From an optimization exercise on the open Yosys and OpenROAD flow, aimed at small area, a short achievable clock period and few clock cycles per item; shortcuts taken in it are not production practice. The RTL was checked by simulation tests, not by an equivalence proof against the original design.

==> flow/design.v (outline; a module is shown in full before it is edited, if it fits) <==
// module fp32_mul: 75 lines
// module fp32_mul_decay: 21 lines
// module mul24: 984 lines
// module mul24_decay: 334 lines
// module fp32_add: 87 lines
// module add_bk: 33 lines
// module lac_mma: 95 lines
module lac_mma (
    input  wire        clk,
    input  wire        rst_n,
    input  wire        in_valid,
    output wire        in_ready,
    input  wire        in_op,
    input  wire [31:0] in_a,
    input  wire [31:0] in_b,
    input  wire [31:0] in_c,
    input  wire [31:0] in_d,
    output reg         out_valid,
    input  wire        out_ready,
    output reg  [31:0] out_data
);
  // ...
==> flow/run.sh <==
#!/bin/bash
# synth_recipe.tcl (not shown) runs the flow's synth.tcl, then flattens the netlist and writes it again
# the make line also repeats each setting of config.mk as NAME=value (left out here)
make -C /OpenROAD-flow-scripts/flow DESIGN_CONFIG=/design/flow/config.mk WORK_HOME=/design/flow/orfs CLKGATE_MAP_FILE= SYNTH_SCRIPT=/design/flow/synth_recipe.tcl finish
==> flow/config.mk <==
export PLATFORM = sky130hd
export DESIGN_NAME = lac_mma
export DESIGN_NICKNAME = lac_mma
export VERILOG_FILES = /design/flow/design.v
export SDC_FILE = /design/flow/constraint.sdc
export NUM_CORES = 4
export LEC_CHECK = 0
export ABC_AREA = 1
export CAP_MARGIN = 20
export CORE_MARGIN = 2
export CORE_UTILIZATION = 40
export SLEW_MARGIN = 20
==> flow/constraint.sdc <==
create_clock -name core_clock -period 75.0 [get_ports {clk}]
set_input_delay 15.0000 -clock core_clock [delete_from_list [all_inputs] [get_ports {clk}]]
set_output_delay 15.0000 -clock core_clock [all_outputs]
set_load 0.01 [all_outputs]
==> impl_metrics.csv, run 1 <==
group,metric,value,unit
cells_and_area,top_area_cell_class,"multi-input gates",
critical_path,endpoint,"m1[27]",
cts,clockBufferDepth,3,
route,drc,0,
cells_and_area,multi_input_area_share,67.60,%
route,wl,225300,um
die,core_area,164800,um^2
cells_and_area,final_cell_mix,"1413 x nand2_1, 1404 x inv_1, 716 x xor2_1",
cts,cts_setup_buffers,0,
critical_path,timing.rr.start,"op0",
die,die_w,411.0,um
logic_synthesis,synth_commonest_cells,"1421 x nand2_1, 1405 x inv_1, 716 x xor2_1",
critical_path,critPathLaunch,"op0",
cts,clkLatencyLatePin,740,ps
die,nWellTaps,2189,
route,dr_wl_met3,21150,um
logic_synthesis,yosys_register_bits,359,
placed_design,pre_cts_slack,58220,ps
status,status,"complete, no violations",
logic_synthesis,ys_warn_count,6,
logic_synthesis,synthAdderAreaFrac,30.08,%
cells_and_area,n_antenna_cell,3,
placed_design,hpwl,171100,um
cells_and_area,final.clkbuf_count,48,
route,wl_met2,95510,um
logic_synthesis,syn_area,66250,um^2
global_route,antenna_found_initial,11,
cells_and_area,multi_input_area,48330,um^2
logic_synthesis,async_reset_ff_share,0,%
critical_path,arrival,17200,ps
hold_path,holdCritStartpoint,"s1[25]",
global_route,use_met3,5.474,%
logic_synthesis,synth_edf_count,353,
Testbench counts, summed over its fixed seeds: cycles 9,632, items 9,600.
==> inputs of run 2 (changes only) <==
==> flow/flow/run.sh (new file) <==
#!/bin/bash
# The standard layout, with the port buffers made of buf_2 cells instead of
# the delay buffers buffer_ports picks by default. Everything else is
# standard.sh unchanged (synthesis included).
set -euo pipefail
bash standard.sh 'BUFFER_PORTS_ARGS=-buffer_cell sky130_fd_sc_hd__buf_2' finish > standard_flow.log 2>&1
==> flow/standard.sh (new file) <==
#!/bin/bash
# synth_recipe.tcl (not shown) runs the flow's synth.tcl, then flattens the netlist and writes it again
# the make line also repeats each setting of config.mk as NAME=value (left out here)
make -C /OpenROAD-flow-scripts/flow DESIGN_CONFIG=/design/flow/config.mk WORK_HOME=/design/flow/orfs CLKGATE_MAP_FILE= SYNTH_SCRIPT=/design/flow/synth_recipe.tcl "${@:-finish}"
removed: flow/run.sh
==> impl_metrics.csv, run 2 <==
group,metric,value,unit
status,status,"complete, no violations",
critical_path,rr_endpoint,"m1[22]",
sta,final.setup.tns,0,ps
placed_design,port_buffers,166,
sta,rsz0062_at_grt,"false",
placed_design,pre_cts_slack,58210,ps
route,wl,227100,um
cells_and_area,fin_area,70760,um^2
logic_synthesis,async_reset_ff_share,0,%
global_route,grtUsageTotal,26.58,%
cells_and_area,instances_no_fill,10730,
cells_and_area,fin_util,42.94,%
die,io-pin-count,167,
logic_synthesis,yosys.area.top_type,"fa_1",
critical_path,slowest_delay,860,ps
critical_path,end_kind,"flop",
critical_path,cp.required,75400,ps
global_route,antenna_found_initial,9,
critical_path,cp_common_cell,"nand2_1",
die,dieHeight,411.0,um
die,initial_core_util,40.20,%
logic_synthesis,synth_edf_count,353,
cells_and_area,final_cell_mix,"1418 x nand2_1, 1404 x inv_1, 716 x xor2_1",
route,drc,0,
cts,cts_root_buf,"clkbuf_16",
sta,finalSetupViolations,0,
sta,period_share,22.57,%
logic_synthesis,synth_area_leaders,"fa_1 20%, edfxtp_1 16%, ha_1 10%",
placed_design,numPlacedInstances,10650,
critical_path,timing.rr.start,"op0",
critical_path,arrival,17330,ps
cts,cts.clk_slew.worst_paths,60,ps
critical_path,crit_path_start_kind,"flop",
global_route,grt_max_degree,109,
cts,clockBufferDepth,3,
sta,hold_viol_final,0,
sta,fmax,59.07,MHz
cells_and_area,drive_above_1_share,7.294,%
cts,cts_max_level,2,
route,drt-pass1-iter-count,13,
logic_synthesis,yosys_register_bits,359,
global_route,grt_pass1_wl,350600,um
critical_path,path_max_fanout,64,
route,routedWlPerCell,21.16,um
global_route,grt-ovfl-total,0,
cts,clkLatencyLatePin,710,ps
logic_synthesis,synth_cell_types,85,
critical_path,reg2reg_slack,58070,ps
critical_path,reg2reg_depth,78,
critical_path,critPathKind,"reg2reg",
route,drtIter0Drc,6343,
sta,hold_ws,407.8,ps
route,routed_via_density,5.606,
cts,cts_hold_buf,0,
sta,skew,56.98,ps
logic_synthesis,synth_commonest_cells,"1421 x nand2_1, 1405 x inv_1, 716 x xor2_1",
logic_synthesis,seq_area_frac_synth,16.18,%
sta,worst_pin_slew,1182,ps
critical_path,crit_path_top_delay_cell,"clkinv_1",
hold_path,min_path_type,"reg2reg",
cts,cts_resized,0,
cells_and_area,syn_to_final_growth,6.808,%
logic_synthesis,syn_avg_cell_area,7.735,um^2
logic_synthesis,syn_area,66250,um^2
die,dieArea,168900,um^2
cts,cts_setup_buffers,0,
sta,finalMaxSlewViolations,0,
cells_and_area,final_common_cell,"nand2_1",
sta,slew_headroom,21.11,%
hold_path,hold_depth,0,
global_route,grt_pass1_vias,59030,
logic_synthesis,synth_top_area_share,19.88,%
placed_design,dpl_cell_area,69190,um^2
sta,period_needed,16930,ps
hold_path,holdCritStartpoint,"s1[8]",
flow_run,drv_cap,0,
logic_synthesis,ys_warn_count,6,
die,row_count,149,
cells_and_area,nets,9837,
placed_design,hpwl,173000,um
cts,cts.sinks,359,
route,vias,60180,
die,die_w,411.0,um
logic_synthesis,syn_nets,9896,
route,ant_nets,0,
logic_synthesis,synth_cells,8565,
die,core_area,164800,um^2
logic_synthesis,synthFlopType,"edfxtp_1",
logic_synthesis,post-synth-top-count-cell,"nand2_1",
hold_path,hold_path_end,"s2[8]",
placed_design,place_congestion,0.9680,
cts,numCtsBuffers,45,
cts,cts_tree,"yes",
sta,fin_ws,58070,ps
==> run 2: kinds of logic after synthesis <==
| logic type | Yosys count | share of synthesized area [%] |
|---|---|---|
| AND/OR/NAND/NOR | 2924 | 19.61 |
| buffers and inverters | 1883 | 11.03 |
| AO/OA/AOI/OAI | 1402 | 12.46 |
| adder cells (fa/ha/maj) | 1198 | 30.08 |
| XOR/XNOR | 781 | 10.36 |
| flip-flops | 359 | 16.18 |
| multiplexers | 18 | 0.2757 |
==> run 2: routing by layer <==
metal	up-vias	GRT usage (%)	routed length [um]	part of all wire, %
met5	-	0	68	0.030
met4	10	10.40	10060	4.4
met3	555	6.017	21780	9.6
met2	2781	40.10	96950	43
met1	28920	36.82	98290	43
li1	27910	-	-	-
==> run 2: critical path, delay by kind of cell (launching register included) <==
kind	cells	cell delay (ps)
and+or+nand+nor	38	4330
adders and majority gates	11	3980
AOI/OAI and AO/OA	15	3900
buffers and inverters	11	3050
xor gates and xnor gates	3	810
DFF	1	400
==> run 2: cell type report <==
| type | instances | area (um^2) |
|---|---|---|
| multi-input combinational | 6323 | 48330 |
| fill | 16860 | 94040 |
| tap | 2189 | 2739 |
| timing repair buffer | 303 | 1867 |
| sequential | 359 | 10720 |
| antenna | 4 | 10.01 |
| clock inverter | 33 | 405.4 |
| inverter | 1474 | 5550 |
| clock buffer | 49 | 1141 |
==> run 2: worst max path at each step <==
stage | slack, ps | from | end
after floorplan | 57320 | out_ready | sk_data[0]
after global placement | 58100 | op0 | m1[22]
after detailed placement | 58210 | op0 | m1[27]
after CTS | 58190 | op0 | m1[27]
after global routing | 56750 | op0 | m1[29]
final | 58070 | op0 | m1[22]
==> module lac_mma, before the edit <==
module lac_mma (
    input  wire        clk,
    input  wire        rst_n,
    input  wire        in_valid,
    output wire        in_ready,
    input  wire        in_op,
    input  wire [31:0] in_a,
    input  wire [31:0] in_b,
    input  wire [31:0] in_c,
    input  wire [31:0] in_d,
    output reg         out_valid,
    input  wire        out_ready,
    output reg  [31:0] out_data
);
    localparam [31:0] DECAY = 32'h3F7F5C29;
    localparam [31:0] CW    = 32'h3B23D70A;
    reg go;
    assign in_ready = go;
    reg        v0, op0;
    reg [31:0] a0, b0, c0, d0;
    always @(posedge clk) begin
        if (!rst_n)
            v0 <= 1'b0;
        else if (go)
            v0 <= in_valid;
    end
    always @(posedge clk) begin
        if (go || !v0) begin
            op0 <= in_op;
            a0  <= in_a;
            b0  <= in_b;
            c0  <= in_c;
            d0  <= in_d;
        end
    end
    wire [31:0] t_decay, t_m1;
    fp32_mul_decay u_decay (.a(a0), .y(t_decay));
    fp32_mul u_m1    (.a(op0 ? b0 : CW),    .b(op0 ? c0 : b0),  .y(t_m1));
    reg        v1;
    reg [31:0] m1, z1, s1;
    always @(posedge clk) begin
        if (!rst_n)
            v1 <= 1'b0;
        else if (go)
            v1 <= v0;
    end
    always @(posedge clk) begin
        if (go || !v1) begin
            m1 <= t_m1;
            z1 <= op0 ? d0 : c0;
            s1 <= op0 ? a0 : t_decay;
        end
    end
    wire [31:0] t_m2;
    fp32_mul u_m2 (.a(m1), .b(z1), .y(t_m2));
    reg        v2;
    reg [31:0] m2, s2;
    always @(posedge clk) begin
        if (!rst_n)
            v2 <= 1'b0;
        else if (go)
            v2 <= v1;
    end
    always @(posedge clk) begin
        if (go || !v2) begin
            m2 <= t_m2;
            s2 <= s1;
        end
    end
    wire [31:0] t_sum;
    fp32_add u_add (.a(s2), .b(m2), .y(t_sum));
    wire push = go && v2;
    wire pop  = out_valid && out_ready;
    reg        sk_valid;
    reg [31:0] sk_data;
    wire out_valid_n = sk_valid | push | (out_valid & ~pop);
    wire sk_valid_n  = out_valid & sk_valid & ~pop | (out_valid & (sk_valid | ~pop) & push);
    always @(posedge clk) begin
        if (!rst_n) begin
            out_valid <= 1'b0;
            sk_valid  <= 1'b0;
            go        <= 1'b1;
        end else begin
            out_valid <= out_valid_n;
            sk_valid  <= sk_valid_n;
            go        <= ~(out_valid_n & sk_valid_n);
        end
    end
    always @(posedge clk) begin
        if (!out_valid || pop)
            out_data <= sk_valid ? sk_data : t_sum;
        if (go && v2 && out_valid && !out_ready)
            sk_data <= t_sum;
    end
endmodule
==> inputs of run 3 (changes only) <==
--- a/flow/design.v
+++ b/flow/design.v
@@ -1551,7 +1551,7 @@
     reg go;
     assign in_ready = go;
     reg        v0, op0;
-    reg [31:0] a0, b0, c0, d0;
+    reg [31:0] a0, x0, y0, z0;
     always @(posedge clk) begin
         if (!rst_n)
             v0 <= 1'b0;
@@ -1562,14 +1562,14 @@
         if (go || !v0) begin
             op0 <= in_op;
             a0  <= in_a;
-            b0  <= in_b;
-            c0  <= in_c;
-            d0  <= in_d;
+            x0  <= in_op ? in_b : CW;
+            y0  <= in_op ? in_c : in_b;
+            z0  <= in_op ? in_d : in_c;
         end
     end
     wire [31:0] t_decay, t_m1;
     fp32_mul_decay u_decay (.a(a0), .y(t_decay));
-    fp32_mul u_m1    (.a(op0 ? b0 : CW),    .b(op0 ? c0 : b0),  .y(t_m1));
+    fp32_mul u_m1    (.a(x0), .b(y0), .y(t_m1));
     reg        v1;
     reg [31:0] m1, z1, s1;
     always @(posedge clk) begin
@@ -1581,7 +1581,7 @@
     always @(posedge clk) begin
         if (go || !v1) begin
             m1 <= t_m1;
-            z1 <= op0 ? d0 : c0;
+            z1 <= z0;
             s1 <= op0 ? a0 : t_decay;
         end
     end
==> flow/run.sh (new file) <==
#!/bin/bash
# synth_recipe.tcl (not shown) runs the flow's synth.tcl, then flattens the netlist and writes it again
# the make line also repeats each setting of config.mk as NAME=value (left out here)
make -C /OpenROAD-flow-scripts/flow DESIGN_CONFIG=/design/flow/config.mk WORK_HOME=/design/flow/orfs CLKGATE_MAP_FILE= SYNTH_SCRIPT=/design/flow/synth_recipe.tcl finish
removed: flow/flow/run.sh
removed: flow/standard.sh
==> impl_metrics.csv, run 3 <==
group,metric,value,unit
route,vias,60180,
sta,fin_ws,58200,ps
cts,clkLatencyLatePin,720,ps
critical_path,crit_path_top_delay_cell,"clkdlybuf4s50_1",
sta,rsz0062_at_grt,"false",
cts,cts_setup_buffers,0,
die,dieArea,169100,um^2
placed_design,hpwl,180800,um
logic_synthesis,synth_cell_types,83,
critical_path,crit_path_start_kind,"flop",
sta,final.setup.tns,0,ps
sta,slew_headroom,21.20,%
sta,period_share,22.39,%
sta,worst_pin_slew,1175,ps
critical_path,critPathKind,"reg2out",
sta,hold_viol_final,0,
route,routed_via_density,5.582,
global_route,grt_pass1_wl,359200,um
route,routedWlPerCell,21.87,um
cts,numCtsBuffers,48,
die,row_count,149,
critical_path,path_buf_inv,1,
route,drtIter0Drc,5951,
flow_run,drv_cap,0,
critical_path,crit_chain,"clkdlybuf4s50_1",
placed_design,pre_cts_slack,57990,ps
cells_and_area,final_common_cell,"nand2_1",
global_route,grt-ovfl-total,0,
critical_path,end_kind,"output port",
critical_path,slowest_delay,610,ps
die,die_w,411.2,um
cells_and_area,fillCellCount,16710,
sta,fmax,59.54,MHz
die,dieHeight,411.2,um
cells_and_area,syn_to_final_growth,8.058,%
logic_synthesis,synth_top_area_share,19.86,%
route,wl,235700,um
die,initial_core_util,40.24,%
global_route,antenna_found_initial,11,
cts,cts_hold_buf,0,
placed_design,place_congestion,0.9971,
sta,finalSetupViolations,0,
logic_synthesis,synth_edf_count,353,
route,drt-pass1-iter-count,10,
cells_and_area,drive_above_1_share,5.286,%
sta,hold_ws,411.1,ps
logic_synthesis,synthFlopType,"edfxtp_1",
global_route,grtUsageTotal,27.50,%
die,io-pin-count,167,
global_route,grt_pass1_vias,59270,
cells_and_area,nets,9879,
cts,cts_resized,0,
logic_synthesis,ys_warn_count,6,
logic_synthesis,post-synth-top-count-cell,"nand2_1",
cts,clockBufferDepth,3,
logic_synthesis,yosys_register_bits,359,
critical_path,cp_top_family,"buffers and inverters",
hold_path,min_path_type,"reg2reg",
sta,finalMaxSlewViolations,0,
cts,cts.clk_slew.worst_paths,60,ps
cts,cts_max_level,2,
logic_synthesis,seq_area_frac_synth,16.17,%
logic_synthesis,syn_area,66320,um^2
logic_synthesis,synth_cells,8602,
sta,period_needed,16800,ps
logic_synthesis,yosys.area.top_type,"fa_1",
route,ant_nets,0,
route,drc,0,
placed_design,port_buffers,166,
cts,cts_root_buf,"clkbuf_16",
critical_path,path_max_fanout,6,
cells_and_area,final_cell_mix,"1504 x nand2_1, 1418 x inv_1, 717 x xor2_1",
sta,skew,53.67,ps
global_route,grt_max_degree,110,
cts,cts.sinks,359,
logic_synthesis,async_reset_ff_share,0,%
status,status,"complete, no violations",
cts,cts_tree,"yes",
critical_path,arrival,1800,ps
critical_path,cp.required,60000,ps
logic_synthesis,synth_commonest_cells,"1507 x nand2_1, 1418 x inv_1, 717 x xor2_1",
logic_synthesis,syn_avg_cell_area,7.709,um^2
logic_synthesis,synth_area_leaders,"fa_1 20%, edfxtp_1 16%, ha_1 10%",
logic_synthesis,syn_nets,9932,
die,core_area,164800,um^2
[run 3: worst reg2reg max path, delay by kind of cell, from the launching register on]
kind	cells	cell delay, ps
AOI/OAI and AO/OA	18	3900
xor gates and xnor gates	4	1000
adders and majority gates	9	3560
buffers and inverters	6	1690
DFF	1	560
and+or+nand+nor	33	5720
[run 3: stage by stage]
stage / std cells / instance area (um^2) / util, %
4_1_cts: 10780 / 71590 / 43.44
6_report: 10780 / 71660 / 43.48
2_1_floorplan: 8602 / 66320 / -
5_1_grt: 10780 / 71660 / 43.48
3_5_place_dp: 10690 / 70000 / 42.48
3_3_place_gp: 10690 / 70000 / 42.48
[run 3: final cells by class]
class	instances	area, um^2	area share [%]
clock inverters	29	316.6	0.4417
diodes	2	5.005	0.006984
repair buffers	302	2724	3.801
well taps	2189	2739	3.822
inverters	1504	5645	7.878
multi-input cells	6334	48240	67.32
flip-flops and latches	359	10720	14.96
clock buffers	61	1270	1.772
[run 3: worst paths after layout]
path         startpoint  endpoint  slack, ps  cells past startpoint
max                  go  in_ready      58200                      1
min              s1[29]    s2[29]        410                      0
max reg2reg       z1[0]    m2[29]      58310                     70
min reg2reg      s1[29]    s2[29]        410                      0
[run 3: cell families (layout without fill, tap and decap cells)]
family                   Yosys count  after routing  synth area share (%)
AND/OR/NAND/NOR                 2916           2916                 19.09
multiplexers                      40             40                0.6396
AO/OA/AOI/OAI                   1399           1399                 12.52
buffers and inverters           1909           1896                 11.19
flip-flops                       359            359                 16.17
other                              0              2                     0
adder cells (fa/ha/maj)         1197           1197                 30.03
XOR/XNOR                         782            782                 10.36
[run 3: per-layer routing]
layer | part of all wire (%) | GRT usage [%]
met2 | 42 | 41.44
met5 | 0.028 | 0
met3 | 9.7 | 6.247
met1 | 43 | 37.52
met4 | 5.2 | 12.30
Testbench counts of run 3, summed over its fixed seeds: cycles 9,632, items 9,600.

## static timing again, ports no longer ideal
How much do the figures lean on ideal ports? The routed layouts below were timed once more, with nothing changed but the port constraints. Step 1, drivers: a clkbuf_16 drives clk and a buf_2 each remaining input, both assumed. Step 2 adds t to the input delays and takes it off the output delays; t is the mean of the earliest and latest rising clock arrival at the registers after step 1. Input paths then give back, and output paths get back, about the clock's delay inside the block. a / b / c = no drivers / after step 1 / after step 2; a / b = the first two.
| run | t, ns | slack for setup (ns) | worst data-port slew with drivers (ns) |
|---|---|---|---|
| run 1 | 0.769 | 58.248 / 58.248 / 58.218 | 0.07 |
| run 2 | 0.766 | 58.070 / 58.070 / 58.070 | 0.09 |
| run 3 | 0.772 | 58.204 / 58.124 / 57.897 | 0.12 |
After both steps every run listed still meets setup and hold. The setup slack of run 3, which loses most, moves by -0.080 ns with the drivers and by -0.307 ns with both steps.
